Source: an optimization exercise on an open RTL-to-GDS flow (aim: small area). Production flows keep margins and buffers that such runs may drop. No run shown here included a check of the RTL's function; only the layout flow was run. Power and IR drop assume default switching activity. The clock port is modelled as an ideal driver; clocking choices that lean on that would not hold on a real chip.

### config.mk
export PLATFORM = sky130hd
export DESIGN_NAME = kbd_scan_react
export DESIGN_NICKNAME = kbd_scan_react
export VERILOG_FILES = /design/flow/design.v
export SDC_FILE = /design/flow/constraint.sdc
export NUM_CORES = 8
export LEC_CHECK = 0
export CAP_MARGIN = 20
export CORE_MARGIN = 2
export CORE_UTILIZATION = 40
export PLACE_DENSITY = 0.6
export SLEW_MARGIN = 20
### constraint.sdc
create_clock -name core_clock -period 14.0 [get_ports {clk}]
set_input_delay 2.8000 -clock core_clock [delete_from_list [all_inputs] [get_ports {clk}]]
set_output_delay 2.8000 -clock core_clock [all_outputs]
set_load 0.01 [all_outputs]
### design.v
module kbd_scan_react (
    input  wire        clk,
    input  wire        rst,
    input  wire        cmd_valid,
    input  wire [7:0]  cmd,
    output wire        cmd_ready,
    output wire [7:0]  row_n,
    input  wire [7:0]  col_n,
    input  wire [31:0] rnd_data,
    output wire        rnd_take,
    output wire [17:0] ev,
    output wire        led_valid,
    output wire [23:0] led_data,
    output wire        draw_valid,
    output wire [1:0]  draw_sprite,
    output wire [2:0]  fault
);
    localparam [3:0] S_IDLE = 4'd0,  S_INIT = 4'd1,  S_SCAN = 4'd2,  S_DB   = 4'd3,
                     S_EP   = 4'd4,  S_LKM  = 4'd5,  S_KS   = 4'd6,  S_LT   = 4'd7,
                     S_LU   = 4'd8,  S_L0   = 4'd9,  S_L1   = 4'd10, S_LF   = 4'd11,
                     S_LM   = 4'd12, S_DT   = 4'd13;
    reg [3:0]  st;
    reg        run;       
    reg        h;         
    reg        t;         
    reg [5:0]  p;         
    reg        q_hi;      
    reg [2:0]  q_lo;
    reg [1:0]  mode;
    reg        c_hi;      
    reg [2:0]  c_lo;
    reg        seeded;
    reg        fresh;     
    reg        ftype;     
    reg        lz;
    reg [1:0]  sprite;
    reg        dz;
    reg        dv;
    reg        evq_any;
    reg        ev_v, ev_k;
    reg [2:0]  ev_r, ev_c;
    reg [1:0]  flt;       
    reg [63:0]  r_s, r_b, r_c0, r_c1, r_c2, r_c3;
    reg [155:0] lr;
    reg [31:0]  dr;
    reg [7:0]   lc;
    wire halted = |flt;
    wire accept = cmd_valid && (st == S_IDLE);
    wire p_last  = (p == 6'd63);
    wire p5_last = (p[4:0] == 5'd31);
    wire p3_last = (p[2:0] == 3'd7);
    wire q_last  = q_hi && (q_lo == 3'd5);
    reg  al_last;
    always @* begin
        case (st)
        S_INIT, S_SCAN, S_DB, S_EP: al_last = p_last;
        S_LKM, S_L0, S_L1, S_DT:    al_last = p5_last;
        S_LT:                       al_last = p3_last;
        default:                    al_last = q_last;
        endcase
    end
    wire       hs = r_s[0];
    wire       hb = r_b[0];
    wire [3:0] hc = {r_c3[0], r_c2[0], r_c1[0], r_c0[0]};
    wire       sel_rot = (p[3] == h);
    wire       smp = ~col_n[p[2:0]];
    reg        ns, nb;
    reg [3:0]  nc;
    reg        fired, pop_now, more;
    always @* begin
        ns = hs; nb = hb; nc = hc;
        fired = 1'b0; pop_now = 1'b0; more = 1'b0;
        if (st == S_INIT) begin
            ns = 1'b0; nb = 1'b0; nc = 4'd0;
        end else if (run) begin
            if (st == S_SCAN) begin
                if (sel_rot) ns = smp;
            end else if (st == S_DB) begin
                if (hs == hb) nc = 4'd0;
                else if (hc == 4'd14) begin
                    nb = hs; nc = 4'd15; fired = 1'b1;
                end else nc = hc + 4'd1;
            end else if (st == S_EP) begin
                if (sel_rot && hc == 4'd15) begin
                    if (!ev_v) begin nc = 4'd0; pop_now = 1'b1; end
                    else more = 1'b1;
                end
            end
        end
    end
    wire [4:0] lf_  = lr[4:0];
    wire [7:0] pw   = lr[12:5];
    wire [7:0] tsrc = lr[155:148];    
    wire       rg0  = pw < 8'd85;
    wire       rg1  = !rg0 && pw < 8'd170;
    wire       rg2  = !rg0 && !rg1;
    wire [7:0] x3   = pw + {pw[6:0], 1'b0} + {6'd0, rg2, rg1};
    wire [7:0] va   = ftype ? (pw[0] ? 8'd128 : 8'd255) : x3;
    wire [7:0] vb   = ftype ? 8'd255 : ~x3;
    wire [8:0] f10  = {lf_, 3'b000} + {3'b000, lf_, 1'b0};
    wire [9:0] da   = {2'b00, va} - {1'b0, f10};
    wire [9:0] db   = {2'b00, vb} - {1'b0, f10};
    wire [7:0] sa   = da[9] ? 8'd0 : da[7:0];
    wire [7:0] sb   = db[9] ? 8'd0 : db[7:0];
    reg  [7:0] cr, cg, cb;
    always @* begin
        if (ftype)    begin cr = sa;   cg = sa;   cb = sb;   end
        else if (rg0) begin cr = sb;   cg = 8'd0; cb = sa;   end
        else if (rg1) begin cr = 8'd0; cg = sa;   cb = sb;   end
        else          begin cr = sa;   cg = sb;   cb = 8'd0; end
    end
    wire dim = cr < 8'd100;
    reg [7:0] seed;
    always @* begin
        case ({q_hi, q_lo})
        4'h0: seed = 8'd0;    4'h1: seed = 8'd21;   4'h2: seed = 8'd42;
        4'h3: seed = 8'd64;   4'h4: seed = 8'd85;   4'h5: seed = 8'd106;
        4'h8: seed = 8'd128;  4'h9: seed = 8'd149;  4'ha: seed = 8'd170;
        4'hb: seed = 8'd192;  4'hc: seed = 8'd213;  default: seed = 8'd234;
        endcase
    end
    wire       at_j   = (q_hi == c_hi) && (q_lo == c_lo);
    wire       at_tw  = (q_hi != c_hi) && (q_lo == c_lo);
    wire [4:0] f_inc  = (&lf_) ? lf_ : lf_ + 5'd1;
    wire [7:0] inc_in = (mode == 2'd0) ? pw : tsrc;
    wire [7:0] src_up = fresh ? ((mode == 2'd0 && seeded) ? seed : 8'd0) : inc_in + 8'd1;
    wire [7:0] flash  = {7'd0, rnd_data[0]};
    reg [12:0] lin;
    reg        take_led;
    always @* begin
        lin = lr[12:0];
        take_led = 1'b0;
        case (st)
        S_INIT: lin = {pw, 5'd31};
        S_LM:   if (run) lin = {pw, 5'd31};
        S_LU:   if (run) begin
                    if (mode == 2'd0) lin = {src_up, 5'd0};
                    else if (mode == 2'd1) begin
                        if (h && at_j && dim) begin
                            lin = {flash, 5'd1};
                            take_led = 1'b1;
                        end else lin = {pw, f_inc};
                    end else begin
                        if (at_j || (mode[0] && at_tw)) lin = {src_up, 5'd1};
                        else lin = {pw, f_inc};
                    end
                end
        S_KS:   if (at_j) begin
                    if (mode == 2'd1) begin
                        lin = {flash, 5'd0};
                        take_led = 1'b1;
                    end else lin = {src_up, 5'd0};
                end
        default: ;
        endcase
    end
    wire       rbit = rnd_data[~p[4:0]];
    wire [3:0] m5x  = {c_lo, rbit};
    reg  [2:0] m5n;
    always @* begin
        case (m5x)
        4'd0, 4'd5:  m5n = 3'd0;
        4'd1, 4'd6:  m5n = 3'd1;
        4'd2, 4'd7:  m5n = 3'd2;
        4'd3, 4'd8:  m5n = 3'd3;
        4'd4, 4'd9:  m5n = 3'd4;
        default:     m5n = 3'bxxx;
        endcase
    end
    wire [3:0] m12x   = {c_lo, rbit};             
    wire       m12_hi = m12x >= 4'd6;
    wire [2:0] m12_lo = m12_hi ? m12x[2:0] - 3'd6 : m12x[2:0];
    wire       dbit = dz ? 1'b0 : dr[0];
    wire       dsum = dbit ^ h;
    wire [31:0] k400 = 32'd400;
    wire       deq  = t && (dsum == k400[p[4:0]]);
    wire       lbit = lz ? 1'b0 : lc[0];
    wire       lsum = lbit ^ h;
    wire [7:0] kk   = (mode == 2'd3) ? 8'd100 : 8'd10;
    wire       leq  = t && (lsum == kk[p[2:0]]);
    assign cmd_ready   = (st == S_IDLE);
    assign rnd_take    = ((st == S_LKM || st == S_L0 || st == S_L1) && run && p5_last) || take_led;
    assign ev          = {ev_v, ev_k, 5'd0, ev_r, 5'd0, ev_c};
    assign fault       = {flt, 1'b0};
    assign draw_valid  = dv;
    assign draw_sprite = sprite;
    assign led_valid   = (st == S_LF) && run;
    assign led_data    = {cg, cr, cb};
    wire   row_on      = (st == S_SCAN) && run && sel_rot;
    wire [2:0] row_idx = {h, p[5:4]};
    assign row_n       = ~({7'd0, row_on} << row_idx);
    wire       cn_wrap = (c_lo == 3'd5);
    wire [1:0] sp_tog  = (sprite == 2'd1) ? 2'd2 : 2'd1;
    always @(posedge clk) begin
        r_s  <= {ns,    r_s[63:1]};
        r_b  <= {nb,    r_b[63:1]};
        r_c0 <= {nc[0], r_c0[63:1]};
        r_c1 <= {nc[1], r_c1[63:1]};
        r_c2 <= {nc[2], r_c2[63:1]};
        r_c3 <= {nc[3], r_c3[63:1]};
        lr   <= {lin, lr[155:13]};
        dr   <= {(st == S_DT && run) ? dsum : dr[0], dr[31:1]};
        lc   <= {(st == S_LT && run) ? lsum : lc[0], lc[7:1]};
    end
    task led_key;
        begin
            if (mode == 2'd1) begin
                c_lo <= 3'd0;
                run  <= 1'b0;
                st   <= S_LKM;
            end else if (mode == 2'd2) begin
                c_lo <= cn_wrap ? 3'd0 : c_lo + 3'd1;
                c_hi <= c_hi ^ cn_wrap;
                st   <= S_KS;
            end else
                st <= S_IDLE;
        end
    endtask
    always @(posedge clk) begin
        if (rst) begin
            st <= S_INIT; run <= 1'b0; h <= 1'b0; t <= 1'b0;
            p <= 6'd0; q_hi <= 1'b0; q_lo <= 3'd0;
            mode <= 2'd0; c_hi <= 1'b0; c_lo <= 3'd0; lz <= 1'b1;
            seeded <= 1'b0; fresh <= 1'b1; ftype <= 1'b0;
            sprite <= 2'd0; dz <= 1'b1; dv <= 1'b0; evq_any <= 1'b0;
            ev_v <= 1'b0; ev_k <= 1'b0; ev_r <= 3'd0; ev_c <= 3'd0; flt <= 2'd0;
        end else begin
            p  <= p + 6'd1;
            q_lo <= (q_lo == 3'd5) ? 3'd0 : q_lo + 3'd1;
            if (q_lo == 3'd5) q_hi <= !q_hi;
            dv <= 1'b0;
            if (!run && al_last && st != S_IDLE) run <= 1'b1;
            case (st)
            S_INIT: if (p_last) st <= S_IDLE;
            S_IDLE: if (accept && !halted) begin
                run <= 1'b0;
                case (cmd)
                8'h10: begin st <= S_SCAN; h <= 1'b0; end
                8'h20: if (evq_any) flt[1] <= 1'b1;
                       else st <= S_DB;
                8'h21: if (!evq_any) begin
                           ev_v <= 1'b0; ev_k <= 1'b0; ev_r <= 3'd0; ev_c <= 3'd0;
                       end else begin
                           ev_v <= 1'b0; evq_any <= 1'b0; h <= 1'b0; st <= S_EP;
                       end
                8'h30: begin h <= 1'b1; t <= 1'b1; st <= S_LT; end
                8'h31: led_key;
                8'h32: st <= S_LF;
                8'h34, 8'h35, 8'h36, 8'h37: begin
                    mode <= cmd[1:0]; lz <= 1'b1; c_hi <= 1'b0; c_lo <= 3'd0; fresh <= 1'b1;
                    if (cmd[1:0] == 2'd0) seeded <= 1'b1;
                    else begin ftype <= (cmd[1:0] == 2'd1); st <= S_LM; end
                end
                8'h40: begin h <= 1'b1; t <= 1'b1; st <= S_DT; end
                8'h41: begin sprite <= sp_tog; dz <= 1'b1; dv <= 1'b1; end
                default: flt[0] <= 1'b1;
                endcase
            end
            S_SCAN: if (run && p_last) begin
                if (!h) h <= 1'b1;
                else begin run <= 1'b0; st <= S_IDLE; end
            end
            S_DB: if (run) begin
                if (fired) evq_any <= 1'b1;
                if (p_last) begin run <= 1'b0; st <= S_IDLE; end
            end
            S_EP: if (run) begin
                if (pop_now) begin
                    ev_v <= 1'b1; ev_k <= hb; ev_r <= {p[3], p[5:4]}; ev_c <= p[2:0];
                end
                if (more) evq_any <= 1'b1;
                if (p_last) begin
                    if (!h) h <= 1'b1;
                    else begin
                        run <= 1'b0;
                        if (pop_now ? hb : ev_k) begin
                            sprite <= sp_tog; dz <= 1'b1; dv <= 1'b1;
                            led_key;
                        end else st <= S_IDLE;
                    end
                end
            end
            S_LT: if (run) begin
                h <= lbit & h;
                t <= leq;
                if (p3_last) begin
                    run <= 1'b0;
                    lz  <= leq;
                    if (!leq) st <= S_IDLE;
                    else if (mode == 2'd1) begin
                        c_lo <= 3'd0; st <= S_L0;
                    end else begin
                        if (mode[1]) begin
                            c_lo <= cn_wrap ? 3'd0 : c_lo + 3'd1;
                            c_hi <= c_hi ^ cn_wrap;
                        end
                        st <= S_LU;
                    end
                end
            end
            S_LKM: if (run) begin
                c_hi <= m12_hi; c_lo <= m12_lo;
                if (p5_last) begin run <= 1'b0; st <= S_KS; end
            end
            S_KS: if (at_j) begin
                fresh <= 1'b0; st <= S_IDLE;
            end
            S_L0: if (run) begin
                c_lo <= m5n;
                if (p5_last) begin
                    run <= 1'b0;
                    st  <= S_LU;
                    if (m5n == 3'd0 && rnd_data[1:0] == 2'd0) begin
                        c_hi <= 1'b0; c_lo <= 3'd0; st <= S_L1;
                    end else h <= 1'b0;
                end
            end
            S_L1: if (run) begin
                c_hi <= m12_hi; c_lo <= m12_lo;
                if (p5_last) begin run <= 1'b0; h <= 1'b1; st <= S_LU; end
            end
            S_LU: if (run && q_last) begin
                run <= 1'b0; st <= S_IDLE;
                if (mode != 2'd1) fresh <= 1'b0;
                if (mode == 2'd0) ftype <= 1'b0;
            end
            S_LF, S_LM: if (run && q_last) begin
                run <= 1'b0; st <= S_IDLE;
            end
            S_DT: if (run) begin
                h <= dbit & h;
                t <= deq;
                if (p5_last) begin
                    run <= 1'b0; dz <= 1'b0; st <= S_IDLE;
                    if (deq) begin sprite <= 2'd0; dv <= 1'b1; end
                end
            end
            default: st <= S_IDLE;
            endcase
        end
    end
endmodule
### run.sh
#!/bin/bash
# synth_recipe.tcl (not shown) runs the flow's synth.tcl, then flattens the netlist and writes it again
# the make line also repeats each setting of config.mk as NAME=value (left out here)
make -C /OpenROAD-flow-scripts/flow DESIGN_CONFIG=/design/flow/config.mk WORK_HOME=/design/flow/orfs CLKGATE_MAP_FILE= SYNTH_SCRIPT=/design/flow/synth_recipe.tcl finish
==> results.sh, run 1 <==
export IMPL_timing_final_setup_violations=0
export IMPL_postCtsSetupBuffers=0
export IMPL_die_h_microns=217.5
export IMPL_detail_route_iter0_violations=685
export IMPL_first_global_vias=11140
export IMPL_place_congestion=0.8644
export IMPL_port_buffer_count=98
export IMPL_synth_async_reset_ratio_pct=0
export IMPL_ys_types=92
export IMPL_maximum_vdd_drop_mv=0.09115
export IMPL_largest_net_degree_at_the_start_of_global_routing=42
export IMPL_numClockSinks=622
export IMPL_synth_yosys_warnings=1
export IMPL_antenna_left=0
export IMPL_setup_tns_ps=0
export IMPL_startpoint="lr[8]"
export IMPL_finalWirelength_microns=36230
export IMPL_n_antenna_cell=0
export IMPL_finClkSkew_ps=19.57
export IMPL_critical_path_class="register to primary output"
export IMPL_cts_tree="yes"
export IMPL_drt_pass1_iterations=5
export IMPL_finalNetCount=1733
export IMPL_grt_util_all_layers_pct=15.58
export IMPL_routed_via_density=4.900
export IMPL_floorplan_initialDensity_pct=40.36
export IMPL_postCtsResizedCells=0
export IMPL_ys_ff_latch=622
export IMPL_worstPathArrival_ps=7060
export IMPL_slew_violations=0
export IMPL_route_vias_total=11090
export IMPL_cp_slowest_stage_delay_ps=640
export IMPL_ctsRootBufferMaster="sky130_fd_sc_hd__clkbuf_16"
export IMPL_final_hold_violation_count=0
export IMPL_min_path_cells=0
export IMPL_timing_slew_headroom_pct=39.97
export IMPL_critical_path_top_delay_family="compound AO/OA/AOI/OAI gates"
export IMPL_edff_count_synth=0
export IMPL_crit_reg2reg_capture="lr[148]"
export IMPL_h_tree_levels=2
export IMPL_timing_critical_path_buf_inv=4
export IMPL_rsz0062_at_grt="no"
export IMPL_synth_cell_area_sq_um=18240
export IMPL_std_cell_rows=78
export IMPL_fin_crit_sh_pct=70.45
export IMPL_post_route_cells_drive_above_1_share_pct=8.714
export IMPL_path_depth=25
export IMPL_die_w_microns=217.5
export IMPL_final_seq_area_sq_um=12450
export IMPL_worst_slew_pin_transition_ps=893.6
export IMPL_register_to_register_setup_slack_ps=7980
export IMPL_post_route_min_period_ps=9863
export IMPL_cp_required_ps=11200
export IMPL_max_freq_ghz=0.1014
export IMPL_sum_of_overflow_across_all_layers_after_global_routing=0
export IMPL_share_of_the_core_filled_with_cells_pct=47.99
export IMPL_power_density_nw_per_um2=198.2
export IMPL_total_clock_buffers_created_by_cts=57
export IMPL_fp_coreArea_sq_um=45190
export IMPL_multi_input_area_sq_um=5323
export IMPL_hold_class="register to register"
export IMPL_final_critical_path_setup_slack_ps=4137
export IMPL_clk_insertion_delay_late_ps=620
export IMPL_avgSynthCellArea_sq_um=12.13
export IMPL_place_hpwl_microns=24400
export IMPL_drcViolationCount=0
export IMPL_outcome="complete, no violations"
export IMPL_cts_buffer_depth=3
export IMPL_critPathMaxFanout=8
export IMPL_synth_yosys_seq_area_share_pct=68.28
export IMPL_crit_path_top_delay_cell="sky130_fd_sc_hd__a2111oi_2"
export IMPL_dominantRegCellSynth="sky130_fd_sc_hd__dfxtp_1"
export IMPL_worst_setup_path_end_kind="primary output"
export IMPL_design_die_area_sq_um=47320
export IMPL_capturing_instance_or_port_of_the_critical_path="rnd_take"
export IMPL_clk_slew_on_worst_s_h_paths_ps=70
export IMPL_number_of_antenna_violations_at_the_first_check_in_global_routing=0
export IMPL_post_place_ws_ps=4735
export IMPL_layout_filler_cells=4100
export IMPL_first_pass_grt_wire_length_microns=58840
export IMPL_ctsHoldBuffers=0
export IMPL_number_of_max_cap_violations=0
export IMPL_ios=110
export IMPL_avgRoutedWirePerCell_microns=16.00
export IMPL_post_layout_total_power_w=0.004297
export IMPL_rr_worst_depth=24
export IMPL_worstSetupStartpointType="register"
export IMPL_synth_cells=1503
export IMPL_flow_area_growth_from_synthesis_pct=18.89
export IMPL_total_leakage_power_nw=8.445
export IMPL_critical_path_reg2reg_startpoint="lr[8]"
## state kept, by name (all words and copies together), names as in the netlist, 3 cells and up
name / count
st: 4
r_b: 64
r_c1: 64
q_lo: 3
r_c2: 64
r_c0: 64
lr: 156
c_lo: 3
p: 6
ev_r: 3
lc: 8
ev_c: 3
dr: 32
r_s: 64
r_c3: 64
## final cells by class
| cell class | instances | area share, % |
|---|---|---|
| clock buffer | 78 | 7.501 |
| clock inverter | 27 | 1.344 |
| inverter | 53 | 0.9175 |
| multi-input combinational | 778 | 24.55 |
| sequential | 622 | 57.43 |
| tap | 600 | 3.462 |
| timing repair buffer | 106 | 4.801 |
## layer usage
metal / up-vias / routed length [microns] / GRT usage, %
li1: 5421 / - / -
met2: 353 / 15110 / 23.14
met5: - / 0 / 0
met1: 5230 / 17340 / 21.22
met4: 0 / 1244 / 6.621
met3: 89 / 2529 / 4.407
## where the power goes
| part | leakage, nW | internal (W) | switching, W | total (W) |
|---|---|---|---|---|
| registers | 5.03 | 0.00187 | 0.0000482 | 0.00191 |
| logic | 2.47 | 0.000335 | 0.000517 | 0.000851 |
| clock network | 0.944 | 0.000877 | 0.000654 | 0.00153 |
## worst min path at each step
stage               startpoint       end  slack [ps]
global placement        lr[65]    lr[52]         310
CTS                   r_c3[60]  r_c3[59]         310
global route          r_c3[54]  r_c3[53]         320
finish                r_c3[60]  r_c3[59]         310
detailed placement      lr[38]    lr[25]         310
floorplan                dr[1]     dr[0]         310
## synthesized netlist by cell type, types with 11 or more instances
library cell	n	share of area [%]
sky130_fd_sc_hd__a21oi_1	67	1.8
sky130_fd_sc_hd__a31oi_1	11	0.38
sky130_fd_sc_hd__buf_2	13	0.36
sky130_fd_sc_hd__buf_4	14	0.58
sky130_fd_sc_hd__clkbuf_1	27	0.56
sky130_fd_sc_hd__dfxtp_1	622	68
sky130_fd_sc_hd__ha_1	59	4.0
sky130_fd_sc_hd__inv_1	50	1.0
sky130_fd_sc_hd__mux2i_1	19	1.0
sky130_fd_sc_hd__nand2_1	74	1.5
sky130_fd_sc_hd__nand2b_1	21	0.72
sky130_fd_sc_hd__nand3_1	45	1.2
sky130_fd_sc_hd__nor2_1	85	1.7
sky130_fd_sc_hd__nor2b_1	20	0.69
sky130_fd_sc_hd__nor3_1	31	0.85
sky130_fd_sc_hd__o21ai_0	50	1.4
sky130_fd_sc_hd__o22ai_1	34	1.2
sky130_fd_sc_hd__xnor2_1	18	0.86
sky130_fd_sc_hd__xor2_1	13	0.62
## logic make-up after synthesis
family / share of synthesized area [%]
flip-flops: 68.28
AND/OR/NAND/NOR: 9.886
AO/OA/AOI/OAI: 10.59
buffers and inverters: 2.744
adder cells (fa/ha/maj): 4.597
multiplexers: 2.401
XOR/XNOR: 1.489
other: 0.02056
## per-stage QoR
| step | cell area (sq um) | hold slack, ps | std cells |
|---|---|---|---|
| global placement | 19770 | 310.1 | 2159 |
| detailed placement | 19770 | 312.1 | 2159 |
| CTS | 21680 | 314.6 | 2264 |
| global route | 21680 | 323.6 | 2264 |
| finish | 21680 | 311.9 | 2264 |
| floorplan | 18280 | 309.6 | 1513 |
## cell usage in the layout (no fill, tap or decap), types with 11 or more instances in the layout
cell type                         netlist  routed
sky130_fd_sc_hd__o22ai_1               34      34
sky130_fd_sc_hd__o21ai_0               50      50
sky130_fd_sc_hd__nand3_1               45      45
sky130_fd_sc_hd__dfxtp_1              622     622
sky130_fd_sc_hd__a21oi_1               67      67
sky130_fd_sc_hd__ha_1                  59      59
sky130_fd_sc_hd__inv_1                 50      50
sky130_fd_sc_hd__nand2_1               74      74
sky130_fd_sc_hd__xor2_1                13      13
sky130_fd_sc_hd__nor2b_1               20      20
sky130_fd_sc_hd__clkinv_2               0      13
sky130_fd_sc_hd__xnor2_1               18      18
sky130_fd_sc_hd__clkdlybuf4s50_1        0      98
sky130_fd_sc_hd__nand2b_1              21      21
sky130_fd_sc_hd__nor2_1                85      85
sky130_fd_sc_hd__clkbuf_16              0      58
sky130_fd_sc_hd__nor3_1                31      31
sky130_fd_sc_hd__conb_1                 1      11
sky130_fd_sc_hd__mux2i_1               19      19
sky130_fd_sc_hd__a31oi_1               11      11
==> run 2, diff against run 1 <==
==> flow/run.sh (new file) <==
#!/bin/bash
# Standard layout, with CTS dummy loads off and port buffers of the smallest buffer cell.
set -euo pipefail
export CTS_ARGS="-sink_clustering_enable -repair_clock_nets -dont_use_dummy_load"
export BUFFER_PORTS_ARGS="-buffer_cell sky130_fd_sc_hd__buf_1"
bash standard.sh > standard.log 2>&1
==> standard.sh (new file) <==
#!/bin/bash
# synth_recipe.tcl (not shown) runs the flow's synth.tcl, then flattens the netlist and writes it again
# the make line also repeats each setting of config.mk as NAME=value (left out here)
make -C /OpenROAD-flow-scripts/flow DESIGN_CONFIG=/design/flow/config.mk WORK_HOME=/design/flow/orfs CLKGATE_MAP_FILE= SYNTH_SCRIPT=/design/flow/synth_recipe.tcl "${@:-finish}"
removed: run.sh
==> run 2 against run 1 <==
Effect of this change:
- sequential power about the same
- setup slack gained 430 ps
- flip-flop and latch count did not move
- sequential share of layout area up 3.2 points
- core utilization down 2.5 points
==> results.sh, run 2 <==
export IMPL_finalNetCount=1731
export IMPL_setup_tns_ps=0
export IMPL_post_synthesis_compound_gate_area_fraction_pct=10.59
export IMPL_place_congestion=0.8980
export IMPL_ys_ff_latch=622
export IMPL_maximum_vdd_drop_mv=0.09896
export IMPL_avgSynthCellArea_sq_um=12.13
export IMPL_std_cell_rows=78
export IMPL_drt_pass1_iterations=5
export IMPL_detail_route_iter0_violations=674
export IMPL_worst_slew_pin_transition_ps=965.9
export IMPL_sum_of_overflow_across_all_layers_after_global_routing=0
export IMPL_grt_util_all_layers_pct=15.03
export IMPL_finClkSkew_ps=54.97
export IMPL_fp_coreArea_sq_um=45190
export IMPL_share_of_the_core_filled_with_cells_pct=45.47
export IMPL_synth_area_leaders="sky130_fd_sc_hd__dfxtp_1, sky130_fd_sc_hd__ha_1, sky130_fd_sc_hd__a21oi_1, sky130_fd_sc_hd__nor2_1, sky130_fd_sc_hd__nand2_1"
export IMPL_fin_crit_sh_pct=67.41
export IMPL_largest_net_degree_at_the_start_of_global_routing=42
export IMPL_placedInstanceArea_sq_um=19150
export IMPL_combinational_family_with_the_most_area_after_synthesis="compound AO/OA/AOI/OAI gates"
export IMPL_largest_register_ffs=156
export IMPL_first_pass_grt_wire_length_microns=57000
export IMPL_worst_setup_path_end_kind="primary output"
export IMPL_timing_final_setup_violations=0
export IMPL_yosys_top_cells_count="sky130_fd_sc_hd__dfxtp_1, sky130_fd_sc_hd__nor2_1, sky130_fd_sc_hd__nand2_1, sky130_fd_sc_hd__a21oi_1, sky130_fd_sc_hd__ha_1"
export IMPL_hold_class="register to register"
export IMPL_ios=110
export IMPL_edff_count_synth=0
export IMPL_fin_area_sq_um=20550
export IMPL_critPathMaxFanout=8
export IMPL_layout_filler_cells=4141
export IMPL_post_route_min_period_ps=9438
export IMPL_postCtsSetupBuffers=0
export IMPL_fin_worst_hold_slack_ps=288.3
export IMPL_numClockSinks=622
export IMPL_flow_area_growth_from_synthesis_pct=12.66
export IMPL_yosys_area_share_simple_pct=9.886
export IMPL_total_clock_buffers_created_by_cts=56
export IMPL_final_common_cell="sky130_fd_sc_hd__dfxtp_1"
export IMPL_number_of_antenna_violations_at_the_first_check_in_global_routing=0
export IMPL_post_route_cells_drive_above_1_share_pct=6.568
export IMPL_ctsHoldBuffers=0
export IMPL_design_die_area_sq_um=47320
export IMPL_xor_and_xnor_area_share_after_synthesis_pct=1.489
export IMPL_cts_buffer_depth=3
export IMPL_routed_via_density=4.953
export IMPL_worstSetupStartpointType="register"
export IMPL_synth_cell_area_sq_um=18240
export IMPL_n_antenna_cell=0
export IMPL_synth_async_reset_ratio_pct=0
export IMPL_synth_area_mux_share_pct=2.401
export IMPL_floorplan_initialDensity_pct=40.36
export IMPL_cp_required_ps=11200
export IMPL_number_of_max_cap_violations=0
export IMPL_largest_register="lr"
export IMPL_max_freq_ghz=0.1060
export IMPL_postCtsResizedCells=0
export IMPL_synth_yosys_seq_area_share_pct=68.28
export IMPL_rsz0062_at_grt="no"
export IMPL_drcViolationCount=0
export IMPL_timing_slew_headroom_pct=35.61
export IMPL_clk_insertion_delay_late_ps=580
export IMPL_outcome="complete, no violations"
export IMPL_avgRoutedWirePerCell_microns=15.86
export IMPL_post_layout_total_power_w=0.003976
export IMPL_h_tree_levels=2
export IMPL_die_h_microns=217.5
export IMPL_ys_types=92
export IMPL_dominantRegCellSynth="sky130_fd_sc_hd__dfxtp_1"
export IMPL_netlist_area_leader_share_pct=68.28
export IMPL_yosysMostFrequentCell="sky130_fd_sc_hd__dfxtp_1"
export IMPL_antenna_left=0
export IMPL_final_hold_violation_count=0
export IMPL_final_seq_area_sq_um=12450
export IMPL_mostFrequentLayoutCells="sky130_fd_sc_hd__dfxtp_1, sky130_fd_sc_hd__buf_1, sky130_fd_sc_hd__nor2_1"
export IMPL_synth_area_leader_cell="sky130_fd_sc_hd__dfxtp_1"
export IMPL_power_density_nw_per_um2=193.5
export IMPL_ctsRootBufferMaster="sky130_fd_sc_hd__clkbuf_16"
export IMPL_synth_yosys_warnings=1
export IMPL_total_leakage_power_nw=7.937
export IMPL_critical_path_class="register to primary output"
export IMPL_route_vias_total=10970
export IMPL_first_global_vias=10670
export IMPL_die_w_microns=217.5
export IMPL_finalWirelength_microns=35110
export IMPL_multi_input_area_sq_um=5323
export IMPL_port_buffer_count=98
export IMPL_cts_tree="yes"
export IMPL_synth_cells=1503
export IMPL_synth_adder_area_share_pct=4.597
export IMPL_worstPathArrival_ps=6640
export IMPL_clk_slew_on_worst_s_h_paths_ps=60
export IMPL_place_hpwl_microns=23560
export IMPL_slew_violations=0
-- run 2: cell counts after synthesis --
No cell type changed its count.
-- run 2: kinds of logic after synthesis --
group	after synthesis
compound gates	288
other cells	1
mux	32
xor+xnor	31
fa+ha+maj	64
flops	622
buf+inv	113
simple gates	352
-- run 2: worst paths after layout --
check	from	end	slack, ps	cells past startpoint
max reg2reg	lr[8]	lr[148]	8010	24
max	lr[8]	rnd_take	4560	25
min reg2reg	r_c0[57]	r_c0[56]	290	0
min	r_c0[57]	r_c0[56]	290	0
-- run 2: layer usage --
metal / global-route usage [%] / part of all wire (%)
met5: 0 / 0
met4: 5.274 / 2.9
met3: 3.919 / 7.3
met2: 21.90 / 41
met1: 21.48 / 49
-- run 2: worst max-delay path: stages, from the launching register on --
cell                        delay (ps)
sky130_fd_sc_hd__dfxtp_1           450
sky130_fd_sc_hd__inv_1             100
sky130_fd_sc_hd__ha_1              180
sky130_fd_sc_hd__nor2b_1           140
sky130_fd_sc_hd__o31a_1            280
sky130_fd_sc_hd__o22ai_1           380
sky130_fd_sc_hd__inv_1             160
sky130_fd_sc_hd__fa_1              510
sky130_fd_sc_hd__ha_1              180
sky130_fd_sc_hd__inv_1              60
sky130_fd_sc_hd__fa_1              370
sky130_fd_sc_hd__nor2b_1           140
sky130_fd_sc_hd__o21ai_0            90
sky130_fd_sc_hd__nand2b_1          120
sky130_fd_sc_hd__a21o_1            130
sky130_fd_sc_hd__a21oi_1            70
sky130_fd_sc_hd__xnor2_1           150
sky130_fd_sc_hd__or2_2             280
sky130_fd_sc_hd__ha_1              230
sky130_fd_sc_hd__o311a_4           420
sky130_fd_sc_hd__nor3b_1           150
sky130_fd_sc_hd__o2bb2ai_1         210
sky130_fd_sc_hd__a2111oi_2         680
sky130_fd_sc_hd__a21oi_1           140
sky130_fd_sc_hd__o22ai_1           260
sky130_fd_sc_hd__buf_1             200
-- run 2: area by class of cell --
type	count	area share, %
flip-flops and latches	622	60.60
clock buffers	56	6.820
well taps	600	3.654
multi-input cells	778	25.90
inverters	53	0.9682
repair buffers	105	2.052
-- run 2: metrics by stage --
stage          worst slack, ps  cells
4_1_cts                   4538   2214
5_1_grt                   4031   2214
3_3_place_gp              5283   2158
3_5_place_dp              5166   2158
6_report                  4562   2214
2_1_floorplan             6231   1513
-- run 2: where the power goes --
group	internal, W	switching [W]	total, W
sequential	0.00187	0.0000498	0.00192
combinational	0.000293	0.000512	0.000805
clock	0.000697	0.000558	0.00125
==> run 3, diff against run 2 <==
==> flow/run.sh (replaced) <==
#!/bin/bash
set -euo pipefail
export CTS_ARGS="-sink_clustering_enable -repair_clock_nets -dont_use_dummy_load -buf_list {sky130_fd_sc_hd__clkbuf_2 sky130_fd_sc_hd__clkbuf_4 sky130_fd_sc_hd__clkbuf_8}"
export BUFFER_PORTS_ARGS="-buffer_cell sky130_fd_sc_hd__buf_1"
bash standard.sh > standard.log 2>&1
--- a/config.mk
+++ b/config.mk
@@ -5,6 +5,7 @@
 export SDC_FILE = /design/flow/constraint.sdc
 export NUM_CORES = 8
 export LEC_CHECK = 0
+export ABC_AREA = 1
 export CAP_MARGIN = 20
 export CORE_MARGIN = 2
 export CORE_UTILIZATION = 40
==> run 3 against run 2 <==
Effect of this change:
- synthesized cell count is 19% higher
- core utilization is 0.34 points lower
- sequential power is 6% lower
- setup slack better by 690 ps
- critical path type unchanged
==> results.sh, run 3 <==
export IMPL_outcome="complete, no violations"
export IMPL_power_density_nw_per_um2=154.8
export IMPL_place_hpwl_microns=26330
export IMPL_netlist_area_leader_share_pct=66.72
export IMPL_cts_tree="yes"
export IMPL_ys_types=57
export IMPL_crit_top_cell="sky130_fd_sc_hd__nor2_1"
export IMPL_die_h_microns=220.0
export IMPL_antenna_left=0
export IMPL_place_detailed_instances=2462
export IMPL_number_of_antenna_violations_at_the_first_check_in_global_routing=2
export IMPL_synth_area_leaders="sky130_fd_sc_hd__dfxtp_1, sky130_fd_sc_hd__nand2_1, sky130_fd_sc_hd__ha_1, sky130_fd_sc_hd__inv_1, sky130_fd_sc_hd__nor2_1"
export IMPL_route_vias_total=12090
export IMPL_first_pass_grt_wire_length_microns=62230
export IMPL_hold_path_end="lr[126]"
export IMPL_worstSetupStartpointType="register"
export IMPL_slew_violations=0
export IMPL_hold_class="register to register"
export IMPL_clk_slew_on_worst_s_h_paths_ps=60
export IMPL_avgRoutedWirePerCell_microns=15.07
export IMPL_yosys_top_cells_count="sky130_fd_sc_hd__dfxtp_1, sky130_fd_sc_hd__nand2_1, sky130_fd_sc_hd__inv_1, sky130_fd_sc_hd__nor2_1, sky130_fd_sc_hd__a21oi_1"
export IMPL_largest_net_degree_at_the_start_of_global_routing=33
export IMPL_worst_setup_path_end_kind="primary output"
export IMPL_synth_yosys_seq_area_share_pct=66.72
export IMPL_layout_filler_cells=4424
export IMPL_numClockSinks=622
export IMPL_ctsRootBufferMaster="sky130_fd_sc_hd__clkbuf_8"
export IMPL_startpoint="lr[12]"
export IMPL_final_critical_path_setup_slack_ps=5256
export IMPL_critical_path_class="register to primary output"
export IMPL_cts_buffer_depth=3
export IMPL_fin_area_sq_um=20880
export IMPL_final_common_cell="sky130_fd_sc_hd__dfxtp_1"
export IMPL_crit_path_top_delay_cell="sky130_fd_sc_hd__fa_1"
export IMPL_detail_route_iter0_violations=801
export IMPL_ys_ff_latch=622
export IMPL_edff_count_synth=0
export IMPL_maximum_vdd_drop_mv=0.09689
export IMPL_synth_yosys_warnings=1
export IMPL_design_die_area_sq_um=48400
export IMPL_fin_crit_sh_pct=62.46
export IMPL_grt_util_all_layers_pct=16.47
export IMPL_fin_worst_hold_slack_ps=285.3
export IMPL_placedInstanceArea_sq_um=19600
export IMPL_timing_final_setup_violations=0
export IMPL_largest_register_ffs=156
export IMPL_die_w_microns=220.0
export IMPL_port_buffer_count=98
export IMPL_std_cell_rows=79
export IMPL_critical_path_reg2reg_startpoint="lr[12]"
export IMPL_drcViolationCount=0
export IMPL_post_layout_nonfiller_instances=2556
export IMPL_floorplan_initialDensity_pct=40.35
export IMPL_largest_register="lr"
export IMPL_cp_slowest_stage_delay_ps=490
export IMPL_fp_coreArea_sq_um=46260
export IMPL_routed_via_density=4.728
export IMPL_ctsHoldBuffers=0
export IMPL_worstPathArrival_ps=5940
export IMPL_post_route_cells_drive_above_1_share_pct=8.830
export IMPL_post_route_min_period_ps=8744
export IMPL_place_congestion=0.8850
export IMPL_synth_async_reset_ratio_pct=0
export IMPL_flow_area_growth_from_synthesis_pct=11.86
export IMPL_synth_cell_area_sq_um=18660
export IMPL_final_hold_violation_count=0
export IMPL_first_global_vias=11880
export IMPL_synth_cells=1789
export IMPL_crit_reg2reg_capture="lr[155]"
export IMPL_sum_of_overflow_across_all_layers_after_global_routing=0
export IMPL_synth_area_leader_cell="sky130_fd_sc_hd__dfxtp_1"
export IMPL_number_of_max_cap_violations=0
export IMPL_min_path_cells=0
export IMPL_post_place_ws_ps=5886
export IMPL_mostFrequentLayoutCells="sky130_fd_sc_hd__dfxtp_1, sky130_fd_sc_hd__nand2_1, sky130_fd_sc_hd__inv_1"
export IMPL_finalWirelength_microns=38530
export IMPL_postCtsSetupBuffers=0
export IMPL_rsz0062_at_grt="no"
export IMPL_rr_worst_depth=35
export IMPL_cp_required_ps=11200
export IMPL_finalNetCount=2065
export IMPL_setup_tns_ps=0
export IMPL_max_freq_ghz=0.1144
export IMPL_clk_insertion_delay_late_ps=650
export IMPL_min_from="lr[139]"
export IMPL_register_to_register_setup_slack_ps=8510
export IMPL_timing_slew_headroom_pct=33.17
export IMPL_drt_pass1_iterations=5
export IMPL_finClkSkew_ps=59.84
export IMPL_dominantRegCellSynth="sky130_fd_sc_hd__dfxtp_1"
export IMPL_h_tree_levels=3
export IMPL_postCtsResizedCells=0
export IMPL_ios=110
export IMPL_critPathMaxFanout=14
export IMPL_avgSynthCellArea_sq_um=10.43
export IMPL_total_leakage_power_nw=8.750
export IMPL_total_clock_buffers_created_by_cts=93
export IMPL_yosysMostFrequentCell="sky130_fd_sc_hd__dfxtp_1"
export IMPL_worst_slew_pin_transition_ps=1001
-- run 3: cell type report --
type                       instances  area [sq um]  share of cell area, %
antenna                            1         2.502                0.01199
clock buffer                      93          1280                  6.131
inverter                         192         720.7                  3.452
multi-input combinational        937          5250                  25.15
sequential                       622         12450                  59.64
tap                              607         759.5                  3.638
timing repair buffer             104         412.9                  1.978
-- run 3: routing by layer --
layer  global-route usage [%]  vias to the layer above  wire length, microns
met1                    23.09                     5579                 19050
met4                    7.025                        2                   892
met3                    4.155                       70                  2652
met5                        0                        -                    17
li1                         -                     6054                     -
met2                    23.99                      381                 15920
-- run 3: worst max-delay path by stage --
| stage | cells after the start | slack (ps) | endpoint |
|---|---|---|---|
| 3_5_place_dp | 33 | 5890 | rnd_take |
| 2_1_floorplan | 33 | 6680 | rnd_take |
| 6_report | 33 | 5260 | rnd_take |
| 5_1_grt | 35 | 4710 | rnd_take |
| 4_1_cts | 35 | 5170 | rnd_take |
| 3_3_place_gp | 33 | 6010 | rnd_take |
-- run 3: worst max-delay path, delay by kind of cell, from the launching register on --
kind                       cells  cell delay (ps)
AOI/OAI and AO/OA              4              650
adders and majority gates      5             1540
DFF                            1              430
xor gates and xnor gates       1              130
and+or+nand+nor               17             1920
buffers and inverters          6              630
-- run 3: power breakdown --
group	switching, W	total [W]	internal (W)
Sequential	0.0000175	0.00181	0.00180
Combinational	0.000185	0.000272	0.0000868
Clock	0.000564	0.00115	0.000583
Total	0.000767	0.00323	0.00247
-- run 3: logic make-up after synthesis --
family | count (synthesis) | synth area share, %
compound gates | 270 | 8.440
fa+ha+maj | 64 | 4.492
xor+xnor | 26 | 1.260
buf+inv | 240 | 5.356
other cells | 1 | 0.02009
flops | 622 | 66.72
simple gates | 566 | 13.72
-- run 3: stage by stage --
| step | utilization [%] | power (W) |
|---|---|---|
| final | 45.13 | 0.003232 |
| after global routing | 45.13 | 0.003401 |
| after CTS | 45.13 | 0.003284 |
| after detailed placement | 42.36 | 0.002120 |
| after global placement | 42.36 | 0.002118 |
| after floorplan | - | 0.002046 |
==> run 4, diff against run 3 <==
==> flow/run.sh (replaced) <==
#!/bin/bash
set -euo pipefail
export CTS_ARGS="-sink_clustering_enable -repair_clock_nets -dont_use_dummy_load -buf_list sky130_fd_sc_hd__clkbuf_4"
export BUFFER_PORTS_ARGS="-buffer_cell sky130_fd_sc_hd__buf_1"
bash standard.sh > standard.log 2>&1
==> run 4 against run 3 <==
Effect of this change:
- still clean on timing, DRC and antenna
- first-iteration DRC count decreased by 11%
- final cell count grew 2.3%
- combinational power is essentially flat
- setup slack worse by 200 ps
- flip-flop and latch count stayed put
- wire length increased by 1.4%
==> results.sh, run 4 <==
export IMPL_ctsHoldBuffers=0
export IMPL_synth_cells=1789
export IMPL_design_die_area_sq_um=48400
export IMPL_ctsRootBufferMaster="sky130_fd_sc_hd__clkbuf_4"
export IMPL_antenna_left=0
export IMPL_worstPathArrival_ps=6140
export IMPL_netlist_area_leader_share_pct=66.72
export IMPL_final_common_cell="sky130_fd_sc_hd__dfxtp_1"
export IMPL_total_clock_buffers_created_by_cts=150
export IMPL_synth_area_leaders="sky130_fd_sc_hd__dfxtp_1, sky130_fd_sc_hd__nand2_1, sky130_fd_sc_hd__ha_1, sky130_fd_sc_hd__inv_1, sky130_fd_sc_hd__nor2_1"
export IMPL_die_w_microns=220.0
export IMPL_setup_tns_ps=0
export IMPL_yosysMostFrequentCell="sky130_fd_sc_hd__dfxtp_1"
export IMPL_number_of_antenna_violations_at_the_first_check_in_global_routing=3
export IMPL_largest_register="lr"
export IMPL_die_h_microns=220.0
export IMPL_timing_final_setup_violations=0
export IMPL_cp_slowest_stage_delay_ps=490
export IMPL_timing_slew_headroom_pct=30.83
export IMPL_ios=110
export IMPL_yosys_top_cells_count="sky130_fd_sc_hd__dfxtp_1, sky130_fd_sc_hd__nand2_1, sky130_fd_sc_hd__inv_1, sky130_fd_sc_hd__nor2_1, sky130_fd_sc_hd__a21oi_1"
export IMPL_numClockSinks=622
export IMPL_first_global_vias=12400
export IMPL_crit_top_cell="sky130_fd_sc_hd__nor2_1"
export IMPL_slew_violations=0
export IMPL_fp_coreArea_sq_um=46260
export IMPL_worst_setup_path_end_kind="primary output"
export IMPL_cp_required_ps=11200
export IMPL_std_cell_rows=79
export IMPL_dominantRegCellSynth="sky130_fd_sc_hd__dfxtp_1"
export IMPL_number_of_max_cap_violations=0
export IMPL_place_congestion=0.8850
export IMPL_avgRoutedWirePerCell_microns=14.94
export IMPL_post_layout_total_power_w=0.003142
export IMPL_worstSetupStartpointType="register"
export IMPL_fin_crit_sh_pct=63.88
export IMPL_post_layout_nonfiller_instances=2614
export IMPL_clk_slew_on_worst_s_h_paths_ps=50
export IMPL_mostFrequentLayoutCells="sky130_fd_sc_hd__dfxtp_1, sky130_fd_sc_hd__nand2_1, sky130_fd_sc_hd__inv_1"
export IMPL_layout_filler_cells=4480
export IMPL_ys_types=57
export IMPL_route_vias_total=12250
export IMPL_postCtsSetupBuffers=0
export IMPL_place_detailed_instances=2462
export IMPL_drt_pass1_iterations=5
export IMPL_flow_area_growth_from_synthesis_pct=11.05
export IMPL_place_hpwl_microns=26330
export IMPL_power_density_nw_per_um2=151.6
export IMPL_finClkSkew_ps=94.53
export IMPL_total_leakage_power_nw=8.771
export IMPL_rsz0062_at_grt="no"
export IMPL_worst_slew_pin_transition_ps=1036
export IMPL_maximum_vdd_drop_mv=0.08307
export IMPL_detail_route_iter0_violations=712
export IMPL_clk_insertion_delay_late_ps=860
export IMPL_critPathMaxFanout=14
export IMPL_synth_yosys_warnings=1
export IMPL_finalWirelength_microns=39050
export IMPL_final_hold_violation_count=0
export IMPL_largest_net_degree_at_the_start_of_global_routing=33
export IMPL_floorplan_initialDensity_pct=40.35
export IMPL_drcViolationCount=0
export IMPL_post_route_cells_drive_above_1_share_pct=11.42
export IMPL_largest_register_ffs=156
export IMPL_port_buffer_count=98
export IMPL_finalNetCount=2122
export IMPL_grt_util_all_layers_pct=16.89
export IMPL_synth_area_leader_cell="sky130_fd_sc_hd__dfxtp_1"
export IMPL_synth_cell_area_sq_um=18660
export IMPL_synth_yosys_seq_area_share_pct=66.72
export IMPL_ys_ff_latch=622
export IMPL_cts_buffer_depth=3
export IMPL_max_freq_ghz=0.1118
export IMPL_first_pass_grt_wire_length_microns=63460
export IMPL_edff_count_synth=0
export IMPL_routed_via_density=4.688
export IMPL_sum_of_overflow_across_all_layers_after_global_routing=0
export IMPL_h_tree_levels=4
export IMPL_hold_class="register to register"
export IMPL_cts_tree="yes"
export IMPL_avgSynthCellArea_sq_um=10.43
export IMPL_synth_async_reset_ratio_pct=0
export IMPL_postCtsResizedCells=0
export IMPL_outcome="complete, no violations"
export IMPL_critical_path_class="register to primary output"
export IMPL_post_route_min_period_ps=8943
export IMPL_crit_path_top_delay_cell="sky130_fd_sc_hd__fa_1"
-- run 4: path summary, 6_finish.rpt --
check                           slack [ps]  startpoint  depth (start not counted)        to
worst min-delay path                   280      lr[87]                          0    lr[74]
worst max-delay path                  5060       lr[7]                         33  rnd_take
worst min register to register         280      lr[87]                          0    lr[74]
worst max register to register        8530       lr[7]                         35   lr[154]
-- run 4: cells by family after synthesis --
group / Yosys count / synth area share, %
buf+inv: 240 / 5.356
fa+ha+maj: 64 / 4.492
flops: 622 / 66.72
other cells: 1 / 0.02009
compound gates: 270 / 8.440
xor+xnor: 26 / 1.260
simple gates: 566 / 13.72
-- run 4: layer usage --
metal  global-route usage (%)  wire length [microns]  up-vias
li1                         -                      -     6207
met2                    24.16                  16340      368
met3                    6.032                   2809       69
met5                        0                     15        -
met4                    7.383                    746        2
met1                    22.85                  19140     5608
-- run 4: where the power goes --
part	total, W	internal, W	switching, W
Clock	0.00106	0.000486	0.000572
Sequential	0.00181	0.00179	0.0000173
Combinational	0.000272	0.0000868	0.000185
-- run 4: metrics by stage --
step                worst slack (ps)  utilization [%]  hold WS (ps)  instance area, sq um
finish                          5057            44.80         276.9                 20730
detailed placement              5886            42.36         312.1                 19600
floorplan                       6680                -         309.6                 18700
global route                    4441            44.80         284.2                 20730
global placement                6006            42.36         310.3                 19600
CTS                             4892            44.79         254.1                 20720
-- run 4: area by class of cell --
cell class | instances | area [sq um] | area share (%)
Antenna cell | 2 | 5.005 | 0.02415
Clock buffer | 150 | 1126 | 5.433
Inverter | 192 | 720.7 | 3.477
Multi-Input combinational cell | 937 | 5250 | 25.33
Sequential cell | 622 | 12450 | 60.08
Tap cell | 607 | 759.5 | 3.664
Timing Repair Buffer | 104 | 412.9 | 1.992
-- run 4: critical path: cells and delay by family (launching register included) --
family | cells | cell delay [ps]
flops | 1 | 470
xor+xnor | 1 | 130
compound gates | 5 | 710
simple gates | 16 | 1800
buf+inv | 6 | 630
fa+ha+maj | 5 | 1530
==> run 5, diff against run 4 <==
==> flow/run.sh (replaced) <==
#!/bin/bash
set -euo pipefail
export CTS_ARGS="-sink_clustering_enable -repair_clock_nets -dont_use_dummy_load -buf_list sky130_fd_sc_hd__clkbuf_16 -sink_clustering_size 30 -sink_clustering_max_diameter 60"
export BUFFER_PORTS_ARGS="-buffer_cell sky130_fd_sc_hd__buf_1"
bash standard.sh > standard.log 2>&1
--- a/config.mk
+++ b/config.mk
@@ -5,7 +5,6 @@
 export SDC_FILE = /design/flow/constraint.sdc
 export NUM_CORES = 8
 export LEC_CHECK = 0
-export ABC_AREA = 1
 export CAP_MARGIN = 20
 export CORE_MARGIN = 2
 export CORE_UTILIZATION = 40
==> run 5 against run 4 <==
Effect of this change:
- still clean
- power rose by 17%
- core utilization fell by 0.44 points
- combinational power rose to 3.0 times the previous value
- clock skew fell by 5.6 ps
- sequential power rose by 6%
- synthesized area fell by 2.3%
- clock-buffer cell count fell by 114
- flip-flop and latch count did not move
- critical endpoint unchanged
- largest power group unchanged
==> results.sh, run 5 <==
export IMPL_postCtsSetupBuffers=0
export IMPL_die_h_microns=217.5
export IMPL_startpoint="lr[8]"
export IMPL_grt_util_all_layers_pct=14.76
export IMPL_ctsHoldBuffers=0
export IMPL_max_freq_ghz=0.1063
export IMPL_ios=110
export IMPL_first_pass_grt_wire_length_microns=56260
export IMPL_layout_filler_cells=4183
export IMPL_postCtsResizedCells=0
export IMPL_synth_area_leader_cell="sky130_fd_sc_hd__dfxtp_1"
export IMPL_die_w_microns=217.5
export IMPL_fp_coreArea_sq_um=45190
export IMPL_first_global_vias=10520
export IMPL_clk_insertion_delay_late_ps=550
export IMPL_total_clock_buffers_created_by_cts=36
export IMPL_worstSetupStartpointType="register"
export IMPL_synth_async_reset_ratio_pct=0
export IMPL_final_common_cell="sky130_fd_sc_hd__dfxtp_1"
export IMPL_worstPathArrival_ps=6600
export IMPL_largest_net_degree_at_the_start_of_global_routing=42
export IMPL_worst_slew_pin_transition_ps=974.3
export IMPL_routed_via_density=4.934
export IMPL_final_hold_violation_count=0
export IMPL_drcViolationCount=0
export IMPL_place_congestion=0.8980
export IMPL_largest_register="lr"
export IMPL_critical_path_reg2reg_startpoint="lr[8]"
export IMPL_outcome="complete, no violations"
export IMPL_synth_cell_area_sq_um=18240
export IMPL_avgRoutedWirePerCell_microns=15.70
export IMPL_timing_final_setup_violations=0
export IMPL_timing_slew_headroom_pct=35.05
export IMPL_number_of_antenna_violations_at_the_first_check_in_global_routing=0
export IMPL_n_antenna_cell=0
export IMPL_finClkSkew_ps=88.89
export IMPL_rr_worst_depth=22
export IMPL_clk_slew_on_worst_s_h_paths_ps=70
export IMPL_maximum_vdd_drop_mv=0.07787
export IMPL_netlist_area_leader_share_pct=68.28
export IMPL_worst_setup_path_end_kind="primary output"
export IMPL_numClockSinks=622
export IMPL_register_to_register_setup_slack_ps=7950
export IMPL_avgSynthCellArea_sq_um=12.13
export IMPL_place_detailed_instances=2158
export IMPL_antenna_left=0
export IMPL_synth_yosys_warnings=1
export IMPL_finalWirelength_microns=34450
export IMPL_post_route_cells_drive_above_1_share_pct=5.395
export IMPL_dominantRegCellSynth="sky130_fd_sc_hd__dfxtp_1"
export IMPL_largest_register_ffs=156
export IMPL_port_buffer_count=98
export IMPL_hold_class="register to register"
export IMPL_placedInstanceArea_sq_um=19150
export IMPL_design_die_area_sq_um=47320
export IMPL_synth_yosys_seq_area_share_pct=68.28
export IMPL_post_layout_nonfiller_instances=2194
export IMPL_synth_cells=1503
export IMPL_route_vias_total=10830
export IMPL_drt_pass1_iterations=5
export IMPL_ctsRootBufferMaster="sky130_fd_sc_hd__clkbuf_16"
export IMPL_cts_tree="yes"
export IMPL_critPathMaxFanout=8
export IMPL_ys_types=92
export IMPL_synth_area_leaders="sky130_fd_sc_hd__dfxtp_1, sky130_fd_sc_hd__ha_1, sky130_fd_sc_hd__a21oi_1, sky130_fd_sc_hd__nor2_1, sky130_fd_sc_hd__nand2_1"
export IMPL_capturing_instance_or_port_of_the_critical_path="rnd_take"
export IMPL_post_route_min_period_ps=9405
export IMPL_detail_route_iter0_violations=705
export IMPL_setup_tns_ps=0
export IMPL_place_hpwl_microns=23560
export IMPL_mostFrequentLayoutCells="sky130_fd_sc_hd__dfxtp_1, sky130_fd_sc_hd__buf_1, sky130_fd_sc_hd__nor2_1"
export IMPL_ys_ff_latch=622
export IMPL_floorplan_initialDensity_pct=40.36
export IMPL_power_density_nw_per_um2=183.3
export IMPL_fin_crit_sh_pct=67.18
export IMPL_number_of_max_cap_violations=0
export IMPL_crit_reg2reg_capture="lr[148]"
export IMPL_edff_count_synth=0
export IMPL_cp_required_ps=11200
export IMPL_std_cell_rows=78
export IMPL_yosysMostFrequentCell="sky130_fd_sc_hd__dfxtp_1"
export IMPL_fin_area_sq_um=20050
export IMPL_sum_of_overflow_across_all_layers_after_global_routing=0
export IMPL_slew_violations=0
export IMPL_total_leakage_power_nw=7.690
export IMPL_finalNetCount=1711
export IMPL_rsz0062_at_grt="no"
export IMPL_yosys_top_cells_count="sky130_fd_sc_hd__dfxtp_1, sky130_fd_sc_hd__nor2_1, sky130_fd_sc_hd__nand2_1, sky130_fd_sc_hd__a21oi_1, sky130_fd_sc_hd__ha_1"
export IMPL_h_tree_levels=2
export IMPL_cts_buffer_depth=3
export IMPL_flow_area_growth_from_synthesis_pct=9.920
export IMPL_critical_path_class="register to primary output"
## run 5: final cells by class
class,count,area (sq um),share of cell area (%)
Clock buffer,36,900.9,4.494
Inverter,53,198.9,0.9924
Multi-Input combinational cell,778,5323,26.55
Sequential cell,622,12450,62.11
Tap cell,600,750.7,3.745
Timing Repair Buffer,105,421.7,2.103
## run 5: through the flow
| step | hold WS [ps] | setup WS, ps | power [W] | utilization [%] |
|---|---|---|---|---|
| after detailed placement | 312.1 | 5166 | 0.002747 | 42.37 |
| after global routing | 239.3 | 4031 | 0.003883 | 44.37 |
| final | 242.5 | 4595 | 0.003675 | 44.37 |
| after CTS | 238.9 | 4544 | 0.003712 | 44.37 |
| after global placement | 309.7 | 5283 | 0.002741 | 42.37 |
| after floorplan | 309.6 | 6231 | 0.002530 | - |
## run 5: routing by layer
layer | track usage [%] | share of wire, %
met1 | 21.51 | 50
met5 | 0 | 0
met2 | 21.72 | 42
met3 | 3.096 | 6.2
met4 | 4.909 | 2.5
## run 5: worst min-delay path by stage
stage,slack [ps],from,end,depth (start not counted)
5_1_grt,240,lr[64],lr[51],0
2_1_floorplan,310,dr[1],dr[0],0
6_report,240,lr[64],lr[51],0
4_1_cts,240,lr[64],lr[51],0
3_5_place_dp,310,lr[120],lr[107],0
3_3_place_gp,310,lr[104],lr[91],0
## run 5: power by group
part / switching, W / internal [W] / total [W] / leakage, nW
clock: 0.000499 / 0.000457 / 0.000956 / 0.444
combinational: 0.000512 / 0.000293 / 0.000805 / 2.22
sequential: 0.0000496 / 0.00186 / 0.00191 / 5.03
total: 0.00106 / 0.00261 / 0.00367 / 7.69
## run 5: logic make-up after synthesis
group	Yosys count	synth area share [%]
flip-flops	622	68.28
AND/OR/NAND/NOR	352	9.886
AO/OA/AOI/OAI	288	10.59
buffers and inverters	113	2.744
adder cells (fa/ha/maj)	64	4.597
multiplexers	32	2.401
XOR/XNOR	31	1.489
other	1	0.02056
## run 5: worst max-delay path: stages (launching register included)
cell and delay (ps):
sky130_fd_sc_hd__dfxtp_1 460, sky130_fd_sc_hd__inv_1 100, sky130_fd_sc_hd__ha_1 180, sky130_fd_sc_hd__nor2b_1 140, sky130_fd_sc_hd__o31a_1 280, sky130_fd_sc_hd__o22ai_1 380
sky130_fd_sc_hd__inv_1 150, sky130_fd_sc_hd__fa_1 510, sky130_fd_sc_hd__ha_1 180, sky130_fd_sc_hd__inv_1 60, sky130_fd_sc_hd__fa_1 370, sky130_fd_sc_hd__nor2b_1 130
sky130_fd_sc_hd__or3_1 360, sky130_fd_sc_hd__nand2_1 90, sky130_fd_sc_hd__ha_1 300, sky130_fd_sc_hd__a211oi_2 230, sky130_fd_sc_hd__o21bai_1 150, sky130_fd_sc_hd__o311a_4 360
sky130_fd_sc_hd__nor3b_1 150, sky130_fd_sc_hd__o2bb2ai_1 210, sky130_fd_sc_hd__a2111oi_2 680, sky130_fd_sc_hd__a21oi_1 140, sky130_fd_sc_hd__o22ai_1 250, sky130_fd_sc_hd__buf_1 190
==> run 6, diff against run 5 <==
==> flow/run.sh (replaced) <==
#!/bin/bash
set -euo pipefail
export CTS_ARGS="-sink_clustering_enable -repair_clock_nets -dont_use_dummy_load -buf_list sky130_fd_sc_hd__clkbuf_16 -sink_clustering_size 40 -sink_clustering_max_diameter 80"
export BUFFER_PORTS_ARGS="-buffer_cell sky130_fd_sc_hd__buf_1"
bash standard.sh > standard.log 2>&1
==> run 6 against run 5 <==
Effect of this change:
- combinational power barely moved
- register-to-register slack improved by 100 ps
- core utilization fell by 0.66 points
- maximum frequency rose by 0.47%
- flip-flop and latch count did not move
- global-route usage fell by 0.20 points
- first-iteration DRC count rose by 1.6%
- synthesized area did not move
- critical path depth rose by 2
- clock-buffer cell count fell by 12
- critical endpoint unchanged
- highest routed layer unchanged
==> results.sh, run 6 <==
export IMPL_ctsHoldBuffers=0
export IMPL_drcViolationCount=0
export IMPL_final_common_cell="sky130_fd_sc_hd__dfxtp_1"
export IMPL_cp_required_ps=11200
export IMPL_ctsRootBufferMaster="sky130_fd_sc_hd__clkbuf_16"
export IMPL_drt_pass1_iterations=5
export IMPL_clk_insertion_delay_late_ps=590
export IMPL_grt_util_all_layers_pct=14.56
export IMPL_number_of_antenna_violations_at_the_first_check_in_global_routing=0
export IMPL_port_buffer_count=98
export IMPL_postCtsSetupBuffers=0
export IMPL_ys_ff_latch=622
export IMPL_slew_violations=0
export IMPL_synth_cell_area_sq_um=18240
export IMPL_clk_slew_on_worst_s_h_paths_ps=120
export IMPL_final_hold_violation_count=0
export IMPL_multi_input_area_sq_um=5323
export IMPL_post_layout_nonfiller_instances=2182
export IMPL_combinational_family_with_the_most_area_after_synthesis="compound AO/OA/AOI/OAI gates"
export IMPL_place_congestion=0.8980
export IMPL_floorplan_initialDensity_pct=40.36
export IMPL_yosys_area_share_simple_pct=9.886
export IMPL_rsz0062_at_grt="no"
export IMPL_design_die_area_sq_um=47320
export IMPL_numClockSinks=622
export IMPL_ios=110
export IMPL_largest_net_degree_at_the_start_of_global_routing=42
export IMPL_postCtsResizedCells=0
export IMPL_finalWirelength_microns=34290
export IMPL_flow_area_growth_from_synthesis_pct=8.274
export IMPL_total_leakage_power_nw=7.542
export IMPL_xor_and_xnor_area_share_after_synthesis_pct=1.489
export IMPL_avgRoutedWirePerCell_microns=15.72
export IMPL_max_freq_ghz=0.1068
export IMPL_final_seq_area_sq_um=12450
export IMPL_dominantRegCellSynth="sky130_fd_sc_hd__dfxtp_1"
export IMPL_edff_count_synth=0
export IMPL_synth_adder_area_share_pct=4.597
export IMPL_sum_of_overflow_across_all_layers_after_global_routing=0
export IMPL_die_h_microns=217.5
export IMPL_std_cell_rows=78
export IMPL_mostFrequentLayoutCells="sky130_fd_sc_hd__dfxtp_1, sky130_fd_sc_hd__buf_1, sky130_fd_sc_hd__nor2_1"
export IMPL_cp_slowest_stage_delay_ps=680
export IMPL_fin_crit_sh_pct=66.87
export IMPL_first_pass_grt_wire_length_microns=55760
export IMPL_timing_final_setup_violations=0
export IMPL_worst_setup_path_end_kind="primary output"
export IMPL_critPathMaxFanout=8
export IMPL_post_route_cells_drive_above_1_share_pct=4.678
export IMPL_outcome="complete, no violations"
export IMPL_route_vias_total=10710
export IMPL_place_hpwl_microns=23560
export IMPL_timing_critical_path_buf_inv=4
export IMPL_synth_area_leaders="sky130_fd_sc_hd__dfxtp_1, sky130_fd_sc_hd__ha_1, sky130_fd_sc_hd__a21oi_1, sky130_fd_sc_hd__nor2_1, sky130_fd_sc_hd__nand2_1"
export IMPL_fin_area_sq_um=19750
export IMPL_finalNetCount=1699
export IMPL_die_w_microns=217.5
export IMPL_timing_slew_headroom_pct=34.81
export IMPL_worst_slew_pin_transition_ps=977.8
export IMPL_setup_tns_ps=0
export IMPL_post_layout_total_power_w=0.003502
export IMPL_yosys_top_cells_count="sky130_fd_sc_hd__dfxtp_1, sky130_fd_sc_hd__nor2_1, sky130_fd_sc_hd__nand2_1, sky130_fd_sc_hd__a21oi_1, sky130_fd_sc_hd__ha_1"
export IMPL_synth_area_leader_cell="sky130_fd_sc_hd__dfxtp_1"
export IMPL_worstPathArrival_ps=6560
export IMPL_critical_path_top_delay_family="compound AO/OA/AOI/OAI gates"
export IMPL_synth_yosys_warnings=1
export IMPL_synth_area_mux_share_pct=2.401
export IMPL_fp_coreArea_sq_um=45190
export IMPL_synth_async_reset_ratio_pct=0
export IMPL_number_of_max_cap_violations=0
export IMPL_placedInstanceArea_sq_um=19150
export IMPL_layout_filler_cells=4205
export IMPL_synth_yosys_seq_area_share_pct=68.28
export IMPL_total_clock_buffers_created_by_cts=24
export IMPL_finClkSkew_ps=91.46
export IMPL_cts_tree="yes"
export IMPL_yosysMostFrequentCell="sky130_fd_sc_hd__dfxtp_1"
export IMPL_fin_worst_hold_slack_ps=248.8
export IMPL_first_global_vias=10300
export IMPL_critical_path_class="register to primary output"
export IMPL_cts_buffer_depth=3
export IMPL_detail_route_iter0_violations=716
export IMPL_post_route_min_period_ps=9361
export IMPL_power_density_nw_per_um2=177.3
export IMPL_antenna_left=0
export IMPL_hold_class="register to register"
export IMPL_ys_types=92
export IMPL_routed_via_density=4.907
export IMPL_largest_register="lr"
export IMPL_crit_path_top_delay_cell="sky130_fd_sc_hd__a2111oi_2"
export IMPL_maximum_vdd_drop_mv=0.08190
export IMPL_avgSynthCellArea_sq_um=12.13
export IMPL_worstSetupStartpointType="register"
export IMPL_n_antenna_cell=0
export IMPL_largest_register_ffs=156
export IMPL_netlist_area_leader_share_pct=68.28
export IMPL_synth_cells=1503
export IMPL_h_tree_levels=1
export IMPL_place_detailed_instances=2158
export IMPL_post_synthesis_compound_gate_area_fraction_pct=10.59
## run 6: kinds of logic (layout without fill, tap and decap cells)
kind of cell    Yosys count  in the layout
flops                   622            622
simple gates            352            352
compound gates          288            288
buf+inv                 113            182
fa+ha+maj                64             64
mux                      32             32
xor+xnor                 31             31
other cells               1             11
## run 6: power breakdown
| group | internal, W | total [W] | switching, W |
|---|---|---|---|
| combinational | 0.000293 | 0.000804 | 0.000511 |
| sequential | 0.00187 | 0.00192 | 0.0000503 |
| clock | 0.000309 | 0.000782 | 0.000474 |
## run 6: worst paths after layout
path	startpoint	slack, ps	endpoint	depth (start not counted)
worst max-delay path	lr[10]	4640	rnd_take	25
worst min register to register	lr[46]	250	lr[33]	0
worst min-delay path	lr[46]	250	lr[33]	0
worst max register to register	lr[10]	8050	lr[155]	24
## run 6: final cells by class
cell class,instances,area share (%)
Clock buffer,24,3.041
Multi-Input combinational cell,778,26.95
Inverter,53,1.007
Tap cell,600,3.802
Sequential cell,622,63.06
Timing Repair Buffer,105,2.135
## run 6: layer usage
layer  vias up  routed length (microns)  GRT usage, %
li1       5306                        -             -
met1      5041                    17180         21.62
met2       312                    14250         21.68
met3        49                     2129         2.469
met4         0                      738         4.269
met5         -                        0             0
## run 6: worst register-to-register path, stage by stage, from the launching register on
cell	delay, ps
sky130_fd_sc_hd__dfxtp_1	500
sky130_fd_sc_hd__inv_1	100
sky130_fd_sc_hd__ha_1	190
sky130_fd_sc_hd__o21a_1	180
sky130_fd_sc_hd__o31a_1	140
sky130_fd_sc_hd__o22ai_1	360
sky130_fd_sc_hd__inv_1	160
sky130_fd_sc_hd__fa_1	510
sky130_fd_sc_hd__ha_1	180
sky130_fd_sc_hd__inv_1	60
sky130_fd_sc_hd__fa_1	370
sky130_fd_sc_hd__nor2b_1	140
sky130_fd_sc_hd__o21ai_0	80
sky130_fd_sc_hd__nand2b_1	120
sky130_fd_sc_hd__a21o_1	130
sky130_fd_sc_hd__a21oi_1	70
sky130_fd_sc_hd__xnor2_1	150
sky130_fd_sc_hd__or2_2	280
sky130_fd_sc_hd__ha_1	230
sky130_fd_sc_hd__o311a_4	430
sky130_fd_sc_hd__nor3b_1	150
sky130_fd_sc_hd__o2bb2ai_1	210
sky130_fd_sc_hd__a2111oi_4	600
sky130_fd_sc_hd__o41a_2	330
sky130_fd_sc_hd__o21ai_1	90
## run 6: metrics by stage
step / util (%) / setup slack, ps
5_1_grt: 43.70 / 4055
2_1_floorplan: - / 6231
3_3_place_gp: 42.37 / 5283
3_5_place_dp: 42.37 / 5166
6_report: 43.70 / 4639
4_1_cts: 43.70 / 4572

port drivers added, routing unchanged:
In the flow no input, the clock included, has a driving cell. The finished layouts below were timed again as built, in two steps.
Step 1: set_driving_cell puts a clkbuf_16 on clk and a buf_2 on each other input, an assumption about the parent block.
Step 2 times the ports against the registers' clock, not the clock port: input delays grow and output delays shrink by t, the midpoint of the rising clock arrivals with the driver on.
Slacks: ideal ports / drivers / drivers and shift; pairs: ideal ports / drivers.
run	t (ns)	setup WS [ns]	hold slack, ns	latest minus earliest clock arrival (ns)	worst slew at a driven data input, ns
run 1	0.659	4.137 / 4.085 / 4.743	0.312 / 0.312 / 0.312	0.025 / 0.025	0.12
run 2	0.609	4.562 / 4.511 / 5.119	0.288 / 0.288 / 0.288	0.063 / 0.063	0.11
run 3	0.669	5.256 / 5.203 / 5.872	0.285 / 0.285 / 0.285	0.077 / 0.077	0.11
run 4	0.863	5.057 / 5.008 / 5.871	0.277 / 0.277 / 0.277	0.095 / 0.094	0.11
run 5	0.560	4.595 / 4.544 / 5.104	0.243 / 0.243 / 0.243	0.101 / 0.101	0.10
run 6	0.591	4.639 / 4.589 / 5.179	0.249 / 0.249 / 0.249	0.091 / 0.091	0.10
After both steps every run listed still meets setup and hold.
